Background: an optimization exercise with open tools, aiming at small area, a short achievable clock period and few clock cycles per item. Do not read the settings as production practice. At most, simulation tests tie the RTL to the original design; equivalence was not proved. The RTL of run 1 was laid out without a check of its function. No activity file was given, so power comes from the tool's default toggle rates.

==> flow/design.v (outline; a module is shown in full before it is edited, if it fits) <==
// module rtty_coef_rom: 188 lines
// module rtty_mac: 512 lines
// module rtty_baudot_dec: 42 lines
// module rtty_slicer: 133 lines
// module rtty_frame_rx: 67 lines
// module rtty_rx: 37 lines
module rtty_rx (
    input  wire        clk,
    input  wire        rst,
    input  wire        in_valid,
    output wire        in_ready,
    input  wire [15:0] in_sample,
    output wire        bit_valid,
    output wire        bit_value,
    output wire        out_valid,
    output wire [7:0]  out_char,
    output wire        out_unk,
    output wire [15:0] fecnt
);
  // ...
==> flow/run.sh <==
#!/bin/bash
# synth_recipe.tcl (not shown) runs the flow's synth.tcl, then flattens the netlist and writes it again
# the make line also repeats each setting of config.mk as NAME=value (left out here)
make -C /OpenROAD-flow-scripts/flow DESIGN_CONFIG=/design/flow/config.mk WORK_HOME=/design/flow/orfs CLKGATE_MAP_FILE= SYNTH_SCRIPT=/design/flow/synth_recipe.tcl finish
==> flow/config.mk <==
export PLATFORM = sky130hd
export DESIGN_NAME = rtty_rx
export DESIGN_NICKNAME = rtty_rx
export VERILOG_FILES = /design/flow/design.v
export SDC_FILE = /design/flow/constraint.sdc
export NUM_CORES = 4
export LEC_CHECK = 0
export CAP_MARGIN = 20
export CORE_MARGIN = 2
export CORE_UTILIZATION = 40
export SLEW_MARGIN = 20
export SYNTH_MEMORY_MAX_BITS = 65536
==> flow/constraint.sdc <==
create_clock -name core_clock -period 12.0 [get_ports {clk}]
set_input_delay 2.4000 -clock core_clock [delete_from_list [all_inputs] [get_ports {clk}]]
set_output_delay 2.4000 -clock core_clock [all_outputs]
set_load 0.01 [all_outputs]
==> metrics.md, run 1 <==
| Metric | Value |
|---|---|
| HP Class | flip-flop to flip-flop |
| Most frequent CP cell | fa_1 |
| Startpoint types | flip-flop |
| Die Height | 381 um |
| Worst-margin pin slew | 1.39 ns |
| Final period util | 0.426 |
| Register area share after synthesis | 0.196 |
| Slew Viols, Final | 0 |
| DR WL/cell | 32.9 um |
| Combinational Power | 4.54 mW |
| Top-count cell post-synth | inv_1 |
| Buffering overhead | 0.0328 |
| Routed met3 length | 30.6 mm |
| Design area | 62200 sq um |
| Adder-cell share of the synthesized area | 0.261 |
| ANT cells | 20 |
| Final setup skew | 0.0661 ns |
| Via density | 6.30 |
| Status | finished clean |
| Synth top area cells | dfxtp_1 (19%), fa_1 (19%), ha_1 (7.2%) |
| Worst R2R Path Depth | 9 |
| Seq cells | 553 |
| Nets | 7394 |
| Peak VDD IR | 0.157 mV |
| Worst-path clk slew | 0.06 ns |
| Multi-input gates | between 4000 and 5000 |
| Min-Delay Endpoint | u_slicer.cap$_SDFF_PP0_ |
| Synth Warn # | 5 |
| R2r endpoint | u_slicer.u_cs.c[15]$_DFF_P_ |
| Post-synthesis compound-gate area fraction | 0.204 |
| Post-Place Setup Slack | 6.93 ns |
| CP Buf/Inv Count | 1 |
| Relative slew slack | 0.0688 |
| Sequential share of power | 0.276 |
| Sink Count | 553 |
| Largest family of logic cells by synthesized area | adder cells |
| Final Critical Period | 5.11 ns |
| Share of the synthesized area in the top cell type | 0.191 |
| Postcts setup bufs | 0 |
| Reg2reg setup slack | 6.89 ns |
| Worst-path cell chain | nand2_1 -> xor2_2 -> xnor2_1 -> fa_1 -> fa_1 -> fa_1 -> fa_1 -> inv_1 -> fa_1 |
| DRC | 0 |
| Tap cells | 1890 |
==> module rtty_slicer, before the edit <==
module rtty_slicer (
    input  wire        clk,
    input  wire        rst,
    input  wire        in_valid,
    input  wire [15:0] in_sample,
    output reg         win_valid,
    output reg         win_bit
);
    localparam N = 176;
    reg  [7:0] idx;                  
    wire       idx_last = (idx == N - 1);
    reg        v1, first1, last1;
    reg  [7:0] one1, two1, neg1;     
    reg [13:0] mag_cm1, mag_sm1, mag_cs1, mag_ss1;
    reg  [3:0] sgn1;
    wire [13:0] r_cm, r_sm, r_cs, r_ss;
    wire [3:0]  r_neg;
    rtty_coef_rom u_rom (
        .idx(idx), .mag_cm(r_cm), .mag_sm(r_sm), .mag_cs(r_cs), .mag_ss(r_ss), .neg(r_neg)
    );
    wire        take = in_valid & ~rst;
    wire [16:0] xe = {in_sample, 1'b0};
    wire [7:0]  b_one, b_two, b_neg;
    genvar g;
    generate
        for (g = 0; g < 8; g = g + 1) begin : g_booth
            assign b_one[g] = xe[2*g+1] ^ xe[2*g];
            assign b_two[g] = (xe[2*g+2] & ~xe[2*g+1] & ~xe[2*g]) | (~xe[2*g+2] & xe[2*g+1] & xe[2*g]);
            assign b_neg[g] = xe[2*g+2];
        end
    endgenerate
    always @(posedge clk) begin
        if (rst) begin
            idx <= 8'd0;
            v1  <= 1'b0;
        end else begin
            v1 <= in_valid;
            if (in_valid)
                idx <= idx_last ? 8'd0 : idx + 8'd1;
        end
        first1  <= (idx == 8'd0);
        last1   <= idx_last;
        one1    <= take ? b_one : 8'd0;
        two1    <= take ? b_two : 8'd0;
        neg1    <= take ? b_neg : 8'd0;
        mag_cm1 <= r_cm;
        mag_sm1 <= r_sm;
        mag_cs1 <= r_cs;
        mag_ss1 <= r_ss;
        sgn1    <= r_neg;
    end
    wire [35:0] s_cm, c_cm, s_sm, c_sm, s_cs, c_cs, s_ss, c_ss;
    rtty_mac u_cm (.clk(clk), .en(v1), .first(first1), .one(one1), .two(two1), .neg(neg1),
                   .mag(mag_cm1), .sgn(sgn1[0]), .s(s_cm), .c(c_cm));
    rtty_mac u_sm (.clk(clk), .en(v1), .first(first1), .one(one1), .two(two1), .neg(neg1),
                   .mag(mag_sm1), .sgn(sgn1[1]), .s(s_sm), .c(c_sm));
    rtty_mac u_cs (.clk(clk), .en(v1), .first(first1), .one(one1), .two(two1), .neg(neg1),
                   .mag(mag_cs1), .sgn(sgn1[2]), .s(s_cs), .c(c_cs));
    rtty_mac u_ss (.clk(clk), .en(v1), .first(first1), .one(one1), .two(two1), .neg(neg1),
                   .mag(mag_ss1), .sgn(sgn1[3]), .s(s_ss), .c(c_ss));
    reg cap;
    always @(posedge clk) begin
        if (rst) cap <= 1'b0;
        else     cap <= v1 & last1;
    end
    wire [35:0] t_cm = s_cm + c_cm;
    wire [35:0] t_sm = s_sm + c_sm;
    wire [35:0] t_cs = s_cs + c_cs;
    wire [35:0] t_ss = s_ss + c_ss;
    reg [21:0] q0, q1, q2, q3;
    always @(posedge clk) begin
        if (cap) begin
            q0 <= t_cm[35:14];
            q1 <= t_sm[35:14];
            q2 <= t_cs[35:14];
            q3 <= t_ss[35:14];
        end else begin
            q0 <= q1;
            q1 <= q2;
            q2 <= q3;
            q3 <= q0;
        end
    end
    reg        run;
    reg  [6:0] t;
    reg  [4:0] j;
    reg        rbit;
    reg [25:0] acc;
    reg        sticky;
    reg        fin;
    wire [1:0]  p      = t[1:0];
    wire        sub    = p[1] ^ (j == 5'd21);
    wire        active = run & (t != 7'd0);
    wire        rnd_end = (p == 2'd0);
    wire [4:0]  j_next = (active & rnd_end) ? j + 5'd1 : j;
    wire [25:0] term   = rbit ? {{4{q0[21]}}, q0} : 26'd0;
    wire [25:0] sum    = acc + (term ^ {26{sub}}) + {25'd0, sub};
    always @(posedge clk) begin
        if (rst) begin
            run       <= 1'b0;
            fin       <= 1'b0;
            win_valid <= 1'b0;
        end else begin
            fin       <= 1'b0;
            win_valid <= fin;
            if (cap) begin
                run <= 1'b1;
            end else if (run && t == 7'd88) begin
                run <= 1'b0;
                fin <= 1'b1;
            end
        end
        if (cap) begin
            t      <= 7'd0;
            j      <= 5'd0;
            acc    <= 26'd0;
            sticky <= 1'b0;
        end else if (run) begin
            t <= t + 7'd1;
            j <= j_next;
            if (t != 7'd0) begin
                if (rnd_end) begin
                    acc    <= {sum[25], sum[25:1]};
                    sticky <= sticky | sum[0];
                end else begin
                    acc <= sum;
                end
            end
        end
        rbit    <= q1[j_next];
        win_bit <= ~acc[25] & ((|acc) | sticky);
    end
endmodule
==> module rtty_frame_rx, before the edit <==
module rtty_frame_rx (
    input  wire        clk,
    input  wire        rst,
    input  wire        bit_in_valid,
    input  wire        bit_in,
    output reg         bit_valid,
    output reg         bit_value,
    output reg         out_valid,
    output reg  [7:0]  out_char,
    output reg         out_unk,
    output reg  [15:0] fecnt
);
    localparam S_IDLE = 2'd0;
    localparam S_DATA = 2'd1;
    localparam S_STOP = 2'd2;
    reg [1:0] state;
    reg [4:0] acc;
    reg [2:0] count;
    wire [7:0] dec_char;
    wire       dec_unk;
    rtty_baudot_dec u_dec (
        .code (acc),
        .ch   (dec_char),
        .unk  (dec_unk)
    );
    always @(posedge clk) begin
        if (rst) begin
            state     <= S_IDLE;
            acc       <= 5'd0;
            count     <= 3'd0;
            fecnt     <= 16'd0;
            bit_valid <= 1'b0;
            out_valid <= 1'b0;
        end else begin
            bit_valid <= bit_in_valid;
            out_valid <= 1'b0;
            if (bit_in_valid) begin
                bit_value <= bit_in;
                case (state)
                    S_IDLE: begin
                        if (!bit_in) begin
                            state <= S_DATA;
                            acc   <= 5'd0;
                            count <= 3'd0;
                        end
                    end
                    S_DATA: begin
                        acc[count] <= bit_in;
                        count      <= count + 3'd1;
                        if (count == 3'd4)
                            state <= S_STOP;
                    end
                    default: begin
                        if (bit_in) begin
                            out_valid <= 1'b1;
                            out_char  <= dec_char;
                            out_unk   <= dec_unk;
                        end else begin
                            fecnt <= fecnt + 16'd1;
                        end
                        state <= S_IDLE;
                    end
                endcase
            end
        end
    end
endmodule
==> run 2: changes to the inputs <==
--- a/flow/design.v
+++ b/flow/design.v
@@ -194,19 +194,19 @@
     input  wire [7:0]  two,
     input  wire [7:0]  neg,
     input  wire [13:0] mag,
     input  wire        sgn,
     output reg  [35:0] s,
     output reg  [35:0] c
 );
     localparam [35:0] INIT = 36'd11455168512;
-    wire [7:0] nf = neg ^ {8{sgn & en}};
-    wire [7:0] op = one & ~nf, on = one & nf, tp = two & ~nf, tn = two & nf;
-    wire [7:0] nz = nf & (one | two);
+    wire [14:0] m1 = {sgn, mag};
+    wire [14:0] m2 = {mag, sgn};
+    wire [7:0] nf = neg ^ ({8{sgn}} & (one | two));
     wire [7:0] top = {8{en}} & ~nf;
     wire [35:0] sa = first ? INIT : s;
     wire [35:0] ca = first ? 36'd0 : c;
     wire pp0_0, pp0_1, pp0_2, pp0_3, pp0_4, pp0_5, pp0_6, pp0_7, pp0_8, pp0_9, pp0_10, pp0_11;
     wire pp0_12, pp0_13, pp0_14, pp1_0, pp1_1, pp1_2, pp1_3, pp1_4, pp1_5, pp1_6, pp1_7, pp1_8;
     wire pp1_9, pp1_10, pp1_11, pp1_12, pp1_13, pp1_14, pp2_0, pp2_1, pp2_2, pp2_3, pp2_4, pp2_5;
     wire pp2_6, pp2_7, pp2_8, pp2_9, pp2_10, pp2_11, pp2_12, pp2_13, pp2_14, pp3_0, pp3_1, pp3_2;
     wire pp3_3, pp3_4, pp3_5, pp3_6, pp3_7, pp3_8, pp3_9, pp3_10, pp3_11, pp3_12, pp3_13, pp3_14;
@@ -238,136 +238,136 @@
     wire t241, t242, t243, t244, t245, t246, t247, t248, t249, t250, t251, t252;
     wire t253, t254, t255, t256, t257, t258, t259, t260, t261, t262, t263, t264;
     wire t265, t266, t267, t268, t269, t270, t271, t272, t273, t274, t275, t276;
     wire t277, t278, t279, t280, t281, t282, t283, t284, t285, t286, t287, t288;
     wire t289, t290, t291, t292, t293, t294, t295, t296, t297, t298, t299, t300;
     wire t301, t302, t303, t304, t305, t306, t307, t308, t309, t310, t311, t312;
     wire t313, t314, t315, t316, t317, t318, t319, t320, t321, t322, t323, t324;
     wire t325, t326, t327, t328;
-    assign pp0_0 = ((one[0] & mag[0])) ^ nf[0];
-    assign pp0_1 = ((one[0] & mag[1]) | (two[0] & mag[0])) ^ nf[0];
-    assign pp0_2 = ((one[0] & mag[2]) | (two[0] & mag[1])) ^ nf[0];
-    assign pp0_3 = ((one[0] & mag[3]) | (two[0] & mag[2])) ^ nf[0];
-    assign pp0_4 = ((one[0] & mag[4]) | (two[0] & mag[3])) ^ nf[0];
-    assign pp0_5 = ((one[0] & mag[5]) | (two[0] & mag[4])) ^ nf[0];
-    assign pp0_6 = ((one[0] & mag[6]) | (two[0] & mag[5])) ^ nf[0];
-    assign pp0_7 = ((one[0] & mag[7]) | (two[0] & mag[6])) ^ nf[0];
-    assign pp0_8 = ((one[0] & mag[8]) | (two[0] & mag[7])) ^ nf[0];
-    assign pp0_9 = ((one[0] & mag[9]) | (two[0] & mag[8])) ^ nf[0];
-    assign pp0_10 = ((one[0] & mag[10]) | (two[0] & mag[9])) ^ nf[0];
-    assign pp0_11 = ((one[0] & mag[11]) | (two[0] & mag[10])) ^ nf[0];
-    assign pp0_12 = ((one[0] & mag[12]) | (two[0] & mag[11])) ^ nf[0];
-    assign pp0_13 = ((one[0] & mag[13]) | (two[0] & mag[12])) ^ nf[0];
-    assign pp0_14 = ((two[0] & mag[13])) ^ nf[0];
-    assign pp1_0 = ((one[1] & mag[0])) ^ nf[1];
-    assign pp1_1 = ((one[1] & mag[1]) | (two[1] & mag[0])) ^ nf[1];
-    assign pp1_2 = ((one[1] & mag[2]) | (two[1] & mag[1])) ^ nf[1];
-    assign pp1_3 = ((one[1] & mag[3]) | (two[1] & mag[2])) ^ nf[1];
-    assign pp1_4 = ((one[1] & mag[4]) | (two[1] & mag[3])) ^ nf[1];
-    assign pp1_5 = ((one[1] & mag[5]) | (two[1] & mag[4])) ^ nf[1];
-    assign pp1_6 = ((one[1] & mag[6]) | (two[1] & mag[5])) ^ nf[1];
-    assign pp1_7 = ((one[1] & mag[7]) | (two[1] & mag[6])) ^ nf[1];
-    assign pp1_8 = ((one[1] & mag[8]) | (two[1] & mag[7])) ^ nf[1];
-    assign pp1_9 = ((one[1] & mag[9]) | (two[1] & mag[8])) ^ nf[1];
-    assign pp1_10 = ((one[1] & mag[10]) | (two[1] & mag[9])) ^ nf[1];
-    assign pp1_11 = ((one[1] & mag[11]) | (two[1] & mag[10])) ^ nf[1];
-    assign pp1_12 = ((one[1] & mag[12]) | (two[1] & mag[11])) ^ nf[1];
-    assign pp1_13 = ((one[1] & mag[13]) | (two[1] & mag[12])) ^ nf[1];
-    assign pp1_14 = ((two[1] & mag[13])) ^ nf[1];
-    assign pp2_0 = ((one[2] & mag[0])) ^ nf[2];
-    assign pp2_1 = ((one[2] & mag[1]) | (two[2] & mag[0])) ^ nf[2];
-    assign pp2_2 = ((one[2] & mag[2]) | (two[2] & mag[1])) ^ nf[2];
-    assign pp2_3 = ((one[2] & mag[3]) | (two[2] & mag[2])) ^ nf[2];
-    assign pp2_4 = ((one[2] & mag[4]) | (two[2] & mag[3])) ^ nf[2];
-    assign pp2_5 = ((one[2] & mag[5]) | (two[2] & mag[4])) ^ nf[2];
-    assign pp2_6 = ((one[2] & mag[6]) | (two[2] & mag[5])) ^ nf[2];
-    assign pp2_7 = ((one[2] & mag[7]) | (two[2] & mag[6])) ^ nf[2];
-    assign pp2_8 = ((one[2] & mag[8]) | (two[2] & mag[7])) ^ nf[2];
-    assign pp2_9 = ((one[2] & mag[9]) | (two[2] & mag[8])) ^ nf[2];
-    assign pp2_10 = ((one[2] & mag[10]) | (two[2] & mag[9])) ^ nf[2];
-    assign pp2_11 = ((one[2] & mag[11]) | (two[2] & mag[10])) ^ nf[2];
-    assign pp2_12 = ((one[2] & mag[12]) | (two[2] & mag[11])) ^ nf[2];
-    assign pp2_13 = ((one[2] & mag[13]) | (two[2] & mag[12])) ^ nf[2];
-    assign pp2_14 = ((two[2] & mag[13])) ^ nf[2];
-    assign pp3_0 = ((one[3] & mag[0])) ^ nf[3];
-    assign pp3_1 = ((one[3] & mag[1]) | (two[3] & mag[0])) ^ nf[3];
-    assign pp3_2 = ((one[3] & mag[2]) | (two[3] & mag[1])) ^ nf[3];
-    assign pp3_3 = ((one[3] & mag[3]) | (two[3] & mag[2])) ^ nf[3];
-    assign pp3_4 = ((one[3] & mag[4]) | (two[3] & mag[3])) ^ nf[3];
-    assign pp3_5 = ((one[3] & mag[5]) | (two[3] & mag[4])) ^ nf[3];
-    assign pp3_6 = ((one[3] & mag[6]) | (two[3] & mag[5])) ^ nf[3];
-    assign pp3_7 = ((one[3] & mag[7]) | (two[3] & mag[6])) ^ nf[3];
-    assign pp3_8 = ((one[3] & mag[8]) | (two[3] & mag[7])) ^ nf[3];
-    assign pp3_9 = ((one[3] & mag[9]) | (two[3] & mag[8])) ^ nf[3];
-    assign pp3_10 = ((one[3] & mag[10]) | (two[3] & mag[9])) ^ nf[3];
-    assign pp3_11 = ((one[3] & mag[11]) | (two[3] & mag[10])) ^ nf[3];
-    assign pp3_12 = ((one[3] & mag[12]) | (two[3] & mag[11])) ^ nf[3];
-    assign pp3_13 = ((one[3] & mag[13]) | (two[3] & mag[12])) ^ nf[3];
-    assign pp3_14 = ((two[3] & mag[13])) ^ nf[3];
-    assign pp4_0 = ((one[4] & mag[0])) ^ nf[4];
-    assign pp4_1 = ((one[4] & mag[1]) | (two[4] & mag[0])) ^ nf[4];
-    assign pp4_2 = ((one[4] & mag[2]) | (two[4] & mag[1])) ^ nf[4];
-    assign pp4_3 = ((one[4] & mag[3]) | (two[4] & mag[2])) ^ nf[4];
-    assign pp4_4 = ((one[4] & mag[4]) | (two[4] & mag[3])) ^ nf[4];
-    assign pp4_5 = ((one[4] & mag[5]) | (two[4] & mag[4])) ^ nf[4];
-    assign pp4_6 = ((one[4] & mag[6]) | (two[4] & mag[5])) ^ nf[4];
-    assign pp4_7 = ((one[4] & mag[7]) | (two[4] & mag[6])) ^ nf[4];
-    assign pp4_8 = ((one[4] & mag[8]) | (two[4] & mag[7])) ^ nf[4];
-    assign pp4_9 = ((one[4] & mag[9]) | (two[4] & mag[8])) ^ nf[4];
-    assign pp4_10 = ((one[4] & mag[10]) | (two[4] & mag[9])) ^ nf[4];
-    assign pp4_11 = ((one[4] & mag[11]) | (two[4] & mag[10])) ^ nf[4];
-    assign pp4_12 = ((one[4] & mag[12]) | (two[4] & mag[11])) ^ nf[4];
-    assign pp4_13 = ((one[4] & mag[13]) | (two[4] & mag[12])) ^ nf[4];
-    assign pp4_14 = ((two[4] & mag[13])) ^ nf[4];
-    assign pp5_0 = ((one[5] & mag[0])) ^ nf[5];
-    assign pp5_1 = ((one[5] & mag[1]) | (two[5] & mag[0])) ^ nf[5];
-    assign pp5_2 = ((one[5] & mag[2]) | (two[5] & mag[1])) ^ nf[5];
-    assign pp5_3 = ((one[5] & mag[3]) | (two[5] & mag[2])) ^ nf[5];
-    assign pp5_4 = ((one[5] & mag[4]) | (two[5] & mag[3])) ^ nf[5];
-    assign pp5_5 = ((one[5] & mag[5]) | (two[5] & mag[4])) ^ nf[5];
-    assign pp5_6 = ((one[5] & mag[6]) | (two[5] & mag[5])) ^ nf[5];
-    assign pp5_7 = ((one[5] & mag[7]) | (two[5] & mag[6])) ^ nf[5];
-    assign pp5_8 = ((one[5] & mag[8]) | (two[5] & mag[7])) ^ nf[5];
-    assign pp5_9 = ((one[5] & mag[9]) | (two[5] & mag[8])) ^ nf[5];
-    assign pp5_10 = ((one[5] & mag[10]) | (two[5] & mag[9])) ^ nf[5];
-    assign pp5_11 = ((one[5] & mag[11]) | (two[5] & mag[10])) ^ nf[5];
-    assign pp5_12 = ((one[5] & mag[12]) | (two[5] & mag[11])) ^ nf[5];
-    assign pp5_13 = ((one[5] & mag[13]) | (two[5] & mag[12])) ^ nf[5];
-    assign pp5_14 = ((two[5] & mag[13])) ^ nf[5];
-    assign pp6_0 = ((one[6] & mag[0])) ^ nf[6];
-    assign pp6_1 = ((one[6] & mag[1]) | (two[6] & mag[0])) ^ nf[6];
-    assign pp6_2 = ((one[6] & mag[2]) | (two[6] & mag[1])) ^ nf[6];
-    assign pp6_3 = ((one[6] & mag[3]) | (two[6] & mag[2])) ^ nf[6];
-    assign pp6_4 = ((one[6] & mag[4]) | (two[6] & mag[3])) ^ nf[6];
-    assign pp6_5 = ((one[6] & mag[5]) | (two[6] & mag[4])) ^ nf[6];
-    assign pp6_6 = ((one[6] & mag[6]) | (two[6] & mag[5])) ^ nf[6];
-    assign pp6_7 = ((one[6] & mag[7]) | (two[6] & mag[6])) ^ nf[6];
-    assign pp6_8 = ((one[6] & mag[8]) | (two[6] & mag[7])) ^ nf[6];
-    assign pp6_9 = ((one[6] & mag[9]) | (two[6] & mag[8])) ^ nf[6];
-    assign pp6_10 = ((one[6] & mag[10]) | (two[6] & mag[9])) ^ nf[6];
-    assign pp6_11 = ((one[6] & mag[11]) | (two[6] & mag[10])) ^ nf[6];
-    assign pp6_12 = ((one[6] & mag[12]) | (two[6] & mag[11])) ^ nf[6];
-    assign pp6_13 = ((one[6] & mag[13]) | (two[6] & mag[12])) ^ nf[6];
-    assign pp6_14 = ((two[6] & mag[13])) ^ nf[6];
-    assign pp7_0 = ((one[7] & mag[0])) ^ nf[7];
-    assign pp7_1 = ((one[7] & mag[1]) | (two[7] & mag[0])) ^ nf[7];
-    assign pp7_2 = ((one[7] & mag[2]) | (two[7] & mag[1])) ^ nf[7];
-    assign pp7_3 = ((one[7] & mag[3]) | (two[7] & mag[2])) ^ nf[7];
-    assign pp7_4 = ((one[7] & mag[4]) | (two[7] & mag[3])) ^ nf[7];
-    assign pp7_5 = ((one[7] & mag[5]) | (two[7] & mag[4])) ^ nf[7];
-    assign pp7_6 = ((one[7] & mag[6]) | (two[7] & mag[5])) ^ nf[7];
-    assign pp7_7 = ((one[7] & mag[7]) | (two[7] & mag[6])) ^ nf[7];
-    assign pp7_8 = ((one[7] & mag[8]) | (two[7] & mag[7])) ^ nf[7];
-    assign pp7_9 = ((one[7] & mag[9]) | (two[7] & mag[8])) ^ nf[7];
-    assign pp7_10 = ((one[7] & mag[10]) | (two[7] & mag[9])) ^ nf[7];
-    assign pp7_11 = ((one[7] & mag[11]) | (two[7] & mag[10])) ^ nf[7];
-    assign pp7_12 = ((one[7] & mag[12]) | (two[7] & mag[11])) ^ nf[7];
-    assign pp7_13 = ((one[7] & mag[13]) | (two[7] & mag[12])) ^ nf[7];
-    assign pp7_14 = ((two[7] & mag[13])) ^ nf[7];
+    assign pp0_0 = ((one[0] & m1[0]) | (two[0] & m2[0])) ^ neg[0];
+    assign pp0_1 = ((one[0] & m1[1]) | (two[0] & m2[1])) ^ neg[0];
+    assign pp0_2 = ((one[0] & m1[2]) | (two[0] & m2[2])) ^ neg[0];
+    assign pp0_3 = ((one[0] & m1[3]) | (two[0] & m2[3])) ^ neg[0];
+    assign pp0_4 = ((one[0] & m1[4]) | (two[0] & m2[4])) ^ neg[0];
+    assign pp0_5 = ((one[0] & m1[5]) | (two[0] & m2[5])) ^ neg[0];
+    assign pp0_6 = ((one[0] & m1[6]) | (two[0] & m2[6])) ^ neg[0];
+    assign pp0_7 = ((one[0] & m1[7]) | (two[0] & m2[7])) ^ neg[0];
+    assign pp0_8 = ((one[0] & m1[8]) | (two[0] & m2[8])) ^ neg[0];
+    assign pp0_9 = ((one[0] & m1[9]) | (two[0] & m2[9])) ^ neg[0];
+    assign pp0_10 = ((one[0] & m1[10]) | (two[0] & m2[10])) ^ neg[0];
+    assign pp0_11 = ((one[0] & m1[11]) | (two[0] & m2[11])) ^ neg[0];
+    assign pp0_12 = ((one[0] & m1[12]) | (two[0] & m2[12])) ^ neg[0];
+    assign pp0_13 = ((one[0] & m1[13]) | (two[0] & m2[13])) ^ neg[0];
+    assign pp0_14 = ((one[0] & m1[14]) | (two[0] & m2[14])) ^ neg[0];
+    assign pp1_0 = ((one[1] & m1[0]) | (two[1] & m2[0])) ^ neg[1];
+    assign pp1_1 = ((one[1] & m1[1]) | (two[1] & m2[1])) ^ neg[1];
+    assign pp1_2 = ((one[1] & m1[2]) | (two[1] & m2[2])) ^ neg[1];
+    assign pp1_3 = ((one[1] & m1[3]) | (two[1] & m2[3])) ^ neg[1];
+    assign pp1_4 = ((one[1] & m1[4]) | (two[1] & m2[4])) ^ neg[1];
+    assign pp1_5 = ((one[1] & m1[5]) | (two[1] & m2[5])) ^ neg[1];
+    assign pp1_6 = ((one[1] & m1[6]) | (two[1] & m2[6])) ^ neg[1];
+    assign pp1_7 = ((one[1] & m1[7]) | (two[1] & m2[7])) ^ neg[1];
+    assign pp1_8 = ((one[1] & m1[8]) | (two[1] & m2[8])) ^ neg[1];
+    assign pp1_9 = ((one[1] & m1[9]) | (two[1] & m2[9])) ^ neg[1];
+    assign pp1_10 = ((one[1] & m1[10]) | (two[1] & m2[10])) ^ neg[1];
+    assign pp1_11 = ((one[1] & m1[11]) | (two[1] & m2[11])) ^ neg[1];
+    assign pp1_12 = ((one[1] & m1[12]) | (two[1] & m2[12])) ^ neg[1];
+    assign pp1_13 = ((one[1] & m1[13]) | (two[1] & m2[13])) ^ neg[1];
+    assign pp1_14 = ((one[1] & m1[14]) | (two[1] & m2[14])) ^ neg[1];
+    assign pp2_0 = ((one[2] & m1[0]) | (two[2] & m2[0])) ^ neg[2];
+    assign pp2_1 = ((one[2] & m1[1]) | (two[2] & m2[1])) ^ neg[2];
+    assign pp2_2 = ((one[2] & m1[2]) | (two[2] & m2[2])) ^ neg[2];
+    assign pp2_3 = ((one[2] & m1[3]) | (two[2] & m2[3])) ^ neg[2];
+    assign pp2_4 = ((one[2] & m1[4]) | (two[2] & m2[4])) ^ neg[2];
+    assign pp2_5 = ((one[2] & m1[5]) | (two[2] & m2[5])) ^ neg[2];
+    assign pp2_6 = ((one[2] & m1[6]) | (two[2] & m2[6])) ^ neg[2];
+    assign pp2_7 = ((one[2] & m1[7]) | (two[2] & m2[7])) ^ neg[2];
+    assign pp2_8 = ((one[2] & m1[8]) | (two[2] & m2[8])) ^ neg[2];
+    assign pp2_9 = ((one[2] & m1[9]) | (two[2] & m2[9])) ^ neg[2];
+    assign pp2_10 = ((one[2] & m1[10]) | (two[2] & m2[10])) ^ neg[2];
+    assign pp2_11 = ((one[2] & m1[11]) | (two[2] & m2[11])) ^ neg[2];
+    assign pp2_12 = ((one[2] & m1[12]) | (two[2] & m2[12])) ^ neg[2];
+    assign pp2_13 = ((one[2] & m1[13]) | (two[2] & m2[13])) ^ neg[2];
+    assign pp2_14 = ((one[2] & m1[14]) | (two[2] & m2[14])) ^ neg[2];
+    assign pp3_0 = ((one[3] & m1[0]) | (two[3] & m2[0])) ^ neg[3];
+    assign pp3_1 = ((one[3] & m1[1]) | (two[3] & m2[1])) ^ neg[3];
+    assign pp3_2 = ((one[3] & m1[2]) | (two[3] & m2[2])) ^ neg[3];
+    assign pp3_3 = ((one[3] & m1[3]) | (two[3] & m2[3])) ^ neg[3];
+    assign pp3_4 = ((one[3] & m1[4]) | (two[3] & m2[4])) ^ neg[3];
+    assign pp3_5 = ((one[3] & m1[5]) | (two[3] & m2[5])) ^ neg[3];
+    assign pp3_6 = ((one[3] & m1[6]) | (two[3] & m2[6])) ^ neg[3];
+    assign pp3_7 = ((one[3] & m1[7]) | (two[3] & m2[7])) ^ neg[3];
+    assign pp3_8 = ((one[3] & m1[8]) | (two[3] & m2[8])) ^ neg[3];
+    assign pp3_9 = ((one[3] & m1[9]) | (two[3] & m2[9])) ^ neg[3];
+    assign pp3_10 = ((one[3] & m1[10]) | (two[3] & m2[10])) ^ neg[3];
+    assign pp3_11 = ((one[3] & m1[11]) | (two[3] & m2[11])) ^ neg[3];
+    assign pp3_12 = ((one[3] & m1[12]) | (two[3] & m2[12])) ^ neg[3];
+    assign pp3_13 = ((one[3] & m1[13]) | (two[3] & m2[13])) ^ neg[3];
+    assign pp3_14 = ((one[3] & m1[14]) | (two[3] & m2[14])) ^ neg[3];
+    assign pp4_0 = ((one[4] & m1[0]) | (two[4] & m2[0])) ^ neg[4];
+    assign pp4_1 = ((one[4] & m1[1]) | (two[4] & m2[1])) ^ neg[4];
+    assign pp4_2 = ((one[4] & m1[2]) | (two[4] & m2[2])) ^ neg[4];
+    assign pp4_3 = ((one[4] & m1[3]) | (two[4] & m2[3])) ^ neg[4];
+    assign pp4_4 = ((one[4] & m1[4]) | (two[4] & m2[4])) ^ neg[4];
+    assign pp4_5 = ((one[4] & m1[5]) | (two[4] & m2[5])) ^ neg[4];
+    assign pp4_6 = ((one[4] & m1[6]) | (two[4] & m2[6])) ^ neg[4];
+    assign pp4_7 = ((one[4] & m1[7]) | (two[4] & m2[7])) ^ neg[4];
+    assign pp4_8 = ((one[4] & m1[8]) | (two[4] & m2[8])) ^ neg[4];
+    assign pp4_9 = ((one[4] & m1[9]) | (two[4] & m2[9])) ^ neg[4];
+    assign pp4_10 = ((one[4] & m1[10]) | (two[4] & m2[10])) ^ neg[4];
+    assign pp4_11 = ((one[4] & m1[11]) | (two[4] & m2[11])) ^ neg[4];
+    assign pp4_12 = ((one[4] & m1[12]) | (two[4] & m2[12])) ^ neg[4];
+    assign pp4_13 = ((one[4] & m1[13]) | (two[4] & m2[13])) ^ neg[4];
+    assign pp4_14 = ((one[4] & m1[14]) | (two[4] & m2[14])) ^ neg[4];
+    assign pp5_0 = ((one[5] & m1[0]) | (two[5] & m2[0])) ^ neg[5];
+    assign pp5_1 = ((one[5] & m1[1]) | (two[5] & m2[1])) ^ neg[5];
+    assign pp5_2 = ((one[5] & m1[2]) | (two[5] & m2[2])) ^ neg[5];
+    assign pp5_3 = ((one[5] & m1[3]) | (two[5] & m2[3])) ^ neg[5];
+    assign pp5_4 = ((one[5] & m1[4]) | (two[5] & m2[4])) ^ neg[5];
+    assign pp5_5 = ((one[5] & m1[5]) | (two[5] & m2[5])) ^ neg[5];
+    assign pp5_6 = ((one[5] & m1[6]) | (two[5] & m2[6])) ^ neg[5];
+    assign pp5_7 = ((one[5] & m1[7]) | (two[5] & m2[7])) ^ neg[5];
+    assign pp5_8 = ((one[5] & m1[8]) | (two[5] & m2[8])) ^ neg[5];
+    assign pp5_9 = ((one[5] & m1[9]) | (two[5] & m2[9])) ^ neg[5];
+    assign pp5_10 = ((one[5] & m1[10]) | (two[5] & m2[10])) ^ neg[5];
+    assign pp5_11 = ((one[5] & m1[11]) | (two[5] & m2[11])) ^ neg[5];
+    assign pp5_12 = ((one[5] & m1[12]) | (two[5] & m2[12])) ^ neg[5];
+    assign pp5_13 = ((one[5] & m1[13]) | (two[5] & m2[13])) ^ neg[5];
+    assign pp5_14 = ((one[5] & m1[14]) | (two[5] & m2[14])) ^ neg[5];
+    assign pp6_0 = ((one[6] & m1[0]) | (two[6] & m2[0])) ^ neg[6];
+    assign pp6_1 = ((one[6] & m1[1]) | (two[6] & m2[1])) ^ neg[6];
+    assign pp6_2 = ((one[6] & m1[2]) | (two[6] & m2[2])) ^ neg[6];
+    assign pp6_3 = ((one[6] & m1[3]) | (two[6] & m2[3])) ^ neg[6];
+    assign pp6_4 = ((one[6] & m1[4]) | (two[6] & m2[4])) ^ neg[6];
+    assign pp6_5 = ((one[6] & m1[5]) | (two[6] & m2[5])) ^ neg[6];
+    assign pp6_6 = ((one[6] & m1[6]) | (two[6] & m2[6])) ^ neg[6];
+    assign pp6_7 = ((one[6] & m1[7]) | (two[6] & m2[7])) ^ neg[6];
+    assign pp6_8 = ((one[6] & m1[8]) | (two[6] & m2[8])) ^ neg[6];
+    assign pp6_9 = ((one[6] & m1[9]) | (two[6] & m2[9])) ^ neg[6];
+    assign pp6_10 = ((one[6] & m1[10]) | (two[6] & m2[10])) ^ neg[6];
+    assign pp6_11 = ((one[6] & m1[11]) | (two[6] & m2[11])) ^ neg[6];
+    assign pp6_12 = ((one[6] & m1[12]) | (two[6] & m2[12])) ^ neg[6];
+    assign pp6_13 = ((one[6] & m1[13]) | (two[6] & m2[13])) ^ neg[6];
+    assign pp6_14 = ((one[6] & m1[14]) | (two[6] & m2[14])) ^ neg[6];
+    assign pp7_0 = ((one[7] & m1[0]) | (two[7] & m2[0])) ^ neg[7];
+    assign pp7_1 = ((one[7] & m1[1]) | (two[7] & m2[1])) ^ neg[7];
+    assign pp7_2 = ((one[7] & m1[2]) | (two[7] & m2[2])) ^ neg[7];
+    assign pp7_3 = ((one[7] & m1[3]) | (two[7] & m2[3])) ^ neg[7];
+    assign pp7_4 = ((one[7] & m1[4]) | (two[7] & m2[4])) ^ neg[7];
+    assign pp7_5 = ((one[7] & m1[5]) | (two[7] & m2[5])) ^ neg[7];
+    assign pp7_6 = ((one[7] & m1[6]) | (two[7] & m2[6])) ^ neg[7];
+    assign pp7_7 = ((one[7] & m1[7]) | (two[7] & m2[7])) ^ neg[7];
+    assign pp7_8 = ((one[7] & m1[8]) | (two[7] & m2[8])) ^ neg[7];
+    assign pp7_9 = ((one[7] & m1[9]) | (two[7] & m2[9])) ^ neg[7];
+    assign pp7_10 = ((one[7] & m1[10]) | (two[7] & m2[10])) ^ neg[7];
+    assign pp7_11 = ((one[7] & m1[11]) | (two[7] & m2[11])) ^ neg[7];
+    assign pp7_12 = ((one[7] & m1[12]) | (two[7] & m2[12])) ^ neg[7];
+    assign pp7_13 = ((one[7] & m1[13]) | (two[7] & m2[13])) ^ neg[7];
+    assign pp7_14 = ((one[7] & m1[14]) | (two[7] & m2[14])) ^ neg[7];
     assign t1 = pp0_12 ^ pp1_10;
     assign t2 = pp0_12 & pp1_10;
     assign t3 = pp0_13 ^ pp1_11;
     assign t4 = pp0_13 & pp1_11;
     assign t5 = pp0_14 ^ pp1_12 ^ pp2_10;
     assign t6 = (pp0_14 & pp1_12) | (pp0_14 & pp2_10) | (pp1_12 & pp2_10);
     assign t7 = pp3_8 ^ pp4_6;
     assign t8 = pp3_8 & pp4_6;
@@ -780,20 +780,20 @@
             if (in_valid)
                 idx <= idx_last ? 8'd0 : idx + 8'd1;
         end
         first1  <= (idx == 8'd0);
         last1   <= idx_last;
         one1    <= take ? b_one : 8'd0;
         two1    <= take ? b_two : 8'd0;
         neg1    <= take ? b_neg : 8'd0;
-        mag_cm1 <= r_cm;
-        mag_sm1 <= r_sm;
-        mag_cs1 <= r_cs;
-        mag_ss1 <= r_ss;
+        mag_cm1 <= r_cm ^ {14{r_neg[0]}};
+        mag_sm1 <= r_sm ^ {14{r_neg[1]}};
+        mag_cs1 <= r_cs ^ {14{r_neg[2]}};
+        mag_ss1 <= r_ss ^ {14{r_neg[3]}};
         sgn1    <= r_neg;
     end
     wire [35:0] s_cm, c_cm, s_sm, c_sm, s_cs, c_cs, s_ss, c_ss;
     rtty_mac u_cm (.clk(clk), .en(v1), .first(first1), .one(one1), .two(two1), .neg(neg1),
                    .mag(mag_cm1), .sgn(sgn1[0]), .s(s_cm), .c(c_cm));
     rtty_mac u_sm (.clk(clk), .en(v1), .first(first1), .one(one1), .two(two1), .neg(neg1),
                    .mag(mag_sm1), .sgn(sgn1[1]), .s(s_sm), .c(c_sm));
     rtty_mac u_cs (.clk(clk), .en(v1), .first(first1), .one(one1), .two(two1), .neg(neg1),
@@ -880,69 +880,55 @@
     input  wire        bit_in,
     output reg         bit_valid,
     output reg         bit_value,
     output reg         out_valid,
     output reg  [7:0]  out_char,
     output reg         out_unk,
     output reg  [15:0] fecnt
 );
-    localparam S_IDLE = 2'd0;
-    localparam S_DATA = 2'd1;
-    localparam S_STOP = 2'd2;
-    reg [1:0] state;
-    reg [4:0] acc;
-    reg [2:0] count;
+    reg       busy;
+    reg [5:0] sr;
     wire [7:0] dec_char;
     wire       dec_unk;
     rtty_baudot_dec u_dec (
-        .code (acc),
+        .code (sr[5:1]),
         .ch   (dec_char),
         .unk  (dec_unk)
     );
     always @(posedge clk) begin
         if (rst) begin
-            state     <= S_IDLE;
-            acc       <= 5'd0;
-            count     <= 3'd0;
+            busy      <= 1'b0;
             fecnt     <= 16'd0;
             bit_valid <= 1'b0;
             out_valid <= 1'b0;
         end else begin
             bit_valid <= bit_in_valid;
             out_valid <= 1'b0;
             if (bit_in_valid) begin
-                bit_value <= bit_in;
-                case (state)
-                    S_IDLE: begin
-                        if (!bit_in) begin
-                            state <= S_DATA;
-                            acc   <= 5'd0;
-                            count <= 3'd0;
-                        end
-                    end
-                    S_DATA: begin
-                        acc[count] <= bit_in;
-                        count      <= count + 3'd1;
-                        if (count == 3'd4)
-                            state <= S_STOP;
-                    end
-                    default: begin
-                        if (bit_in) begin
-                            out_valid <= 1'b1;
-                            out_char  <= dec_char;
-                            out_unk   <= dec_unk;
-                        end else begin
-                            fecnt <= fecnt + 16'd1;
-                        end
-                        state <= S_IDLE;
-                    end
-                endcase
+                if (!busy) begin
+                    busy <= ~bit_in;
+                end else if (sr[0]) begin
+                    busy <= 1'b0;
+                    if (bit_in)
+                        out_valid <= 1'b1;
+                    else
+                        fecnt <= fecnt + 16'd1;
+                end
             end
         end
+        if (bit_in_valid) begin
+            bit_value <= bit_in;
+            if (!busy)
+                sr <= 6'b100000;
+            else
+                sr <= {bit_in, sr[5:1]};
+        end
+        out_char <= dec_char;
+        out_unk  <= dec_unk;
     end
 endmodule
 module rtty_rx (
     input  wire        clk,
     input  wire        rst,
     input  wire        in_valid,
     output wire        in_ready,
     input  wire [15:0] in_sample,
==> run 2 against run 1 <==
Sequential power rose by 16%. Setup slack got worse by 2.7 ns. Clock skew fell by 0.024 ns. Largest cell class unchanged. First-iteration DRC count rose by 10%. Cell count rose by 3.3%. Still clean on timing, DRC and antenna. Hold slack got worse by 0.0023 ns. Non-clock buffer count rose by 18. Combinational power rose by 5.7%. Flip-flop and latch count rose by 57. Power rose by 12%. Core utilization rose by 0.061 points.
==> metrics.md, run 2 <==
| Metric | Value |
|---|---|
| H-Tree Depth | 3 (unchanged) |
| Die area | 152000 sq um (was 146000 sq um) |
| Relative slew slack | 0.0774 (was 0.0688) |
| Nets | 7579 (was 7394) |
| Placed Instance Area | 62000 sq um (was 59600 sq um) |
| Slew Viols, Final | 0 (unchanged) |
| Via count of the first global-routing pass | 55960 (was 53324) |
| Router iterations before antenna repair | 10 (was 8) |
| Core ar. | 148000 sq um (was 141000 sq um) |
| Worst-path clk slew | 0.06 ns (about the same) |
| TritonCTS buffer count | 82 (was 75) |
| CP Class | input pin to flip-flop (was flip-flop to flip-flop) |
| Die W | 390 um (was 381 um) |
| Row cnt | 141 (was 138) |
| Postcts setup bufs | 0 (unchanged) |
| Syn avg cell area | 8.55 sq um (was 8.46 sq um) |
| # hold bufs at CTS | 0 (unchanged) |
| Clk latency of the worst-skew pair | 0.73 ns (was 0.71 ns) |
| P&R area growth vs syn | 9.35% (was 9.16%) |
| Max-Cap Viols | 0 (unchanged) |
| Sink Count | 610 (was 553) |
| Layout cells sized above 1 | 0.0931 (was 0.0902) |
| RD Place Congestion | 1.15 (was 1.12) |
| Via density | 6.59 (was 6.30) |
| Syn Inst Count | 6969 (was 6735) |
| Design area | 65100 sq um (was 62200 sq um) |
| HP Class | flip-flop to flip-flop (unchanged) |
| Power per cell area | 162 nW/um^2 (was 151 nW/um^2) |
| Number of distinct library cells after synthesis | 103 (was 95) |
| Critical hold path startpoint | u_slicer.r_ss[9]$_DFF_P_ (was u_slicer.last1$_DFF_P_) |
| DRC | 0 (unchanged) |
| CTS Buffer Depth | 3 (unchanged) |
| GRT Overall Usage | 0.427 (was 0.380) |
| Largest net degree at the start of global routing | 159 (was 100) |
| Sw Pwr | 4.66 mW (was 4.08 mW) |
| RR Startpoint | u_slicer.idx[0]$_SDFFE_PP0P_ (was u_slicer.v1$_SDFF_PP0_) |
| Final setup fails | 0 (unchanged) |
| Fillers | 14585 (was 14000) |
| Ys flop type | dfxtp_1 (unchanged) |
| Top-count cell post-synth | inv_1 (unchanged) |
| Commonest cells in the netlist | inv_1 (681), dfxtp_1 (603), fa_1 (541) (was inv_1 (632), dfxtp_1 (544), fa_1 (540)) |
| Vias post-DR | 57636 (was 53407) |
| Crit-path max FO | 46 (was 20) |
| Register area share after synthesis | 0.206 (was 0.196) |
| Sw frac | 0.442 (was 0.433) |
| Worst EP arrival | 8.44 ns (was 5.66 ns) |
| Fin Setup TNS | 0 ns (unchanged) |
| Startpoint types | input pin (was flip-flop) |
| RSZ-0062 raised after global routing | no (unchanged) |
| Final setup skew | 0.0419 ns (was 0.0661 ns) |
| Drt initial violations | 7946 (was 7218) |
| # IOs | 48 (unchanged) |
| Buffers on Ports | 45 (unchanged) |
| Gates resized, CTS repair | 0 (unchanged) |
| Initial Utilization | 0.403 (about the same) |
| Status | finished clean (unchanged) |
| Yosys reg bits | 610 (was 553) |
| Commonest cells after routing, fill and taps aside | inv_1 (681), dfxtp_1 (575), fa_1 (541) (was inv_1 (630), fa_1 (540), dfxtp_1 (516)) |
| Worst setup path startpoint | in_valid (was u_slicer.v1$_SDFF_PP0_) |
| Worst-margin pin slew | 1.38 ns (was 1.39 ns) |
| Worst setup EP type | flip-flop (unchanged) |
| Async SR Flop Fraction | 0 (unchanged) |
| Share of the synthesized area in the top cell type | 0.203 (was 0.191) |
| Overflow after GRT | 0 (unchanged) |
| Clock root buffer | clkbuf_16 (unchanged) |
| Fmax | 0.128 GHz (was 0.196 GHz) |
| Peak VDD IR | 0.111 mV (was 0.157 mV) |
| Clock group share of total power | 0.258 (was 0.242) |
| Net count after synthesis | 7837 (was 7620) |
| Final Critical Period | 7.83 ns (was 5.11 ns) |
| Synth Warn # | 5 (unchanged) |
| Sequential share of power | 0.287 (was 0.276) |
| CTS tree | yes (unchanged) |
| Synth area leader | dfxtp_1 (unchanged) |
| Combinational Power Share | 0.456 (was 0.482) |
| Internal Pwr Total | 5.88 mW (was 5.34 mW) |
| Fin. Hold Viols | 0 (unchanged) |
| Die Height | 390 um (was 381 um) |
| Post-route ant nets | 0 (unchanged) |
| Synth top area cells | dfxtp_1 (20%), fa_1 (18%), xnor2_1 (6.9%) (was dfxtp_1 (19%), fa_1 (19%), ha_1 (7.2%)) |
| EDFF count, synth | 7 (was 9) |
| Final period util | 0.653 (was 0.426) |
| Worst path required time | 12.61 ns (was 12.56 ns) |
| DR WL/cell | 37.6 um (was 32.9 um) |
| Wirelength, routed | 329 mm (was 278 mm) |
| Most common cell after layout, fill and taps aside | inv_1 (unchanged) |
| First-pass GRT wire length | 455 mm (was 400 mm) |
| Area of the mapped netlist | 59600 sq um (was 57000 sq um) |
| P_leak | 26.1 nW (was 24.7 nW) |
| DP HPWL | 231 mm (was 197 mm) |
| Initial antenna violation count | 46 (was 30) |
==> run 2: changes by cell type in the layout (fill, tap and decap cells not counted), sizes merged, moves of 22 or more <==
cell	change
xnor2	+188
xor2	-130
nand2	-113
o21ai	+62
dfxtp	+59
a22oi	+58
inv	+48
nand3	+38
nor2	-35
a21oi	-27
nand2b	-22
o2111ai	+22
==> run 2: worst paths after layout <==
kind / endpoint / slack [ns] / depth (start not counted)
setup / recovery: u_slicer.r_ss[11]$_DFF_P_ / 4.17 / 11
hold / removal: u_slicer.mag_ss1[9]$_DFF_P_ / 0.41 / 1
setup reg to reg: u_slicer.r_ss[11]$_DFF_P_ / 5.85 / 11
hold reg to reg: u_slicer.mag_ss1[9]$_DFF_P_ / 0.41 / 1
==> run 2: cell type report <==
class | instances | area, sq um | share of cell area
Antenna cell | 37 | 92.6 | 0.00142
Clock buffer | 111 | 2350 | 0.0362
Clock inverter | 43 | 587 | 0.00901
Inverter | 689 | 2590 | 0.0398
Multi-Input combinational cell | 5055 | 42500 | 0.653
Sequential cell | 610 | 12300 | 0.189
Tap cell | 1930 | 2410 | 0.0371
Timing Repair Buffer | 273 | 2220 | 0.0341
==> run 2: cells by family after synthesis <==
family / count (synthesis) / share of synthesized area
AO/OA/AOI/OAI: 1922 / 0.215
other: 2 / 0.000126
XOR/XNOR: 728 / 0.108
AND/OR/NAND/NOR: 1458 / 0.121
buffers and inverters: 1304 / 0.0848
adder cells (fa/ha/maj): 849 / 0.247
flip-flops: 610 / 0.206
multiplexers: 96 / 0.0184
==> run 2: power by group through the flow <==
stage          combinational [mW]  clock [mW]  sequential, mW
3_3_place_gp                 4.56           0            3.03
5_1_grt                      5.29        2.83            3.05
2_1_floorplan                3.25           0            2.69
3_5_place_dp                 4.67           0            3.03
6_report                     4.80        2.72            3.02
4_1_cts                      4.71        2.76            2.99
==> run 2: stage by stage <==
step	util	std cells	setup slack (ns)	total power, mW	hold WS, ns
floorplan	-	6969	6.18	5.93	0.329
CTS	0.439	8709	4.61	10.5	0.402
global placement	0.419	8552	3.69	7.59	0.409
detailed placement	0.420	8555	3.86	7.70	0.410
finish	0.441	8748	4.17	10.5	0.406
global route	0.440	8718	4.50	11.2	0.413
==> run 2: per-layer routing <==
metal,part of all wire,up-vias,global-route usage
li1,-,23474,-
met2,0.41,4138,0.612
met4,0.098,32,0.334
met5,0.0014,-,0.00829
met1,0.37,28687,0.513
met3,0.12,1305,0.161
==> run 2: critical path: stages <==
cell             delay (ns)
clkdlybuf4s50_1        0.62
and4_1                 0.37
a21oi_4                0.70
nand2_4                0.66
buf_4                  0.55
buf_4                  0.40
nand2_1                0.85
nand2_1                0.34
o22ai_1                1.03
a221oi_1               0.20
o32ai_1                0.19
Testbench counts of run 2, summed over its fixed seeds: cycles 141,552, items 140,800.

afterwards: timing with drivers on the ports:
The flow's constraints put no driver on any port. The routed layouts listed below were extracted and timed again, unchanged, in two steps. Step 1: set_driving_cell puts a clkbuf_16 on clk and a buf_2 on each other input, an assumption about the parent block. Step 2 times the ports against the registers' clock, not the clock port: input delays grow and output delays shrink by t, the midpoint of the rising clock arrivals with the driver on. Three values: ideal ports, drivers, drivers and shift; two values: the first two.
run | t, ns | setup slack, ns | worst setup path at the end | pins driven straight from the clock port
run 1 | 0.752 | 6.893 / 6.893 / 6.893 | register to register | 1
run 2 | 0.787 | 4.170 / 4.224 / 3.437 | input to register | 1
After both steps setup and hold are still met in every run listed. The setup slack of run 2, which loses most, moves by +0.054 ns with the drivers and by -0.733 ns with both steps.
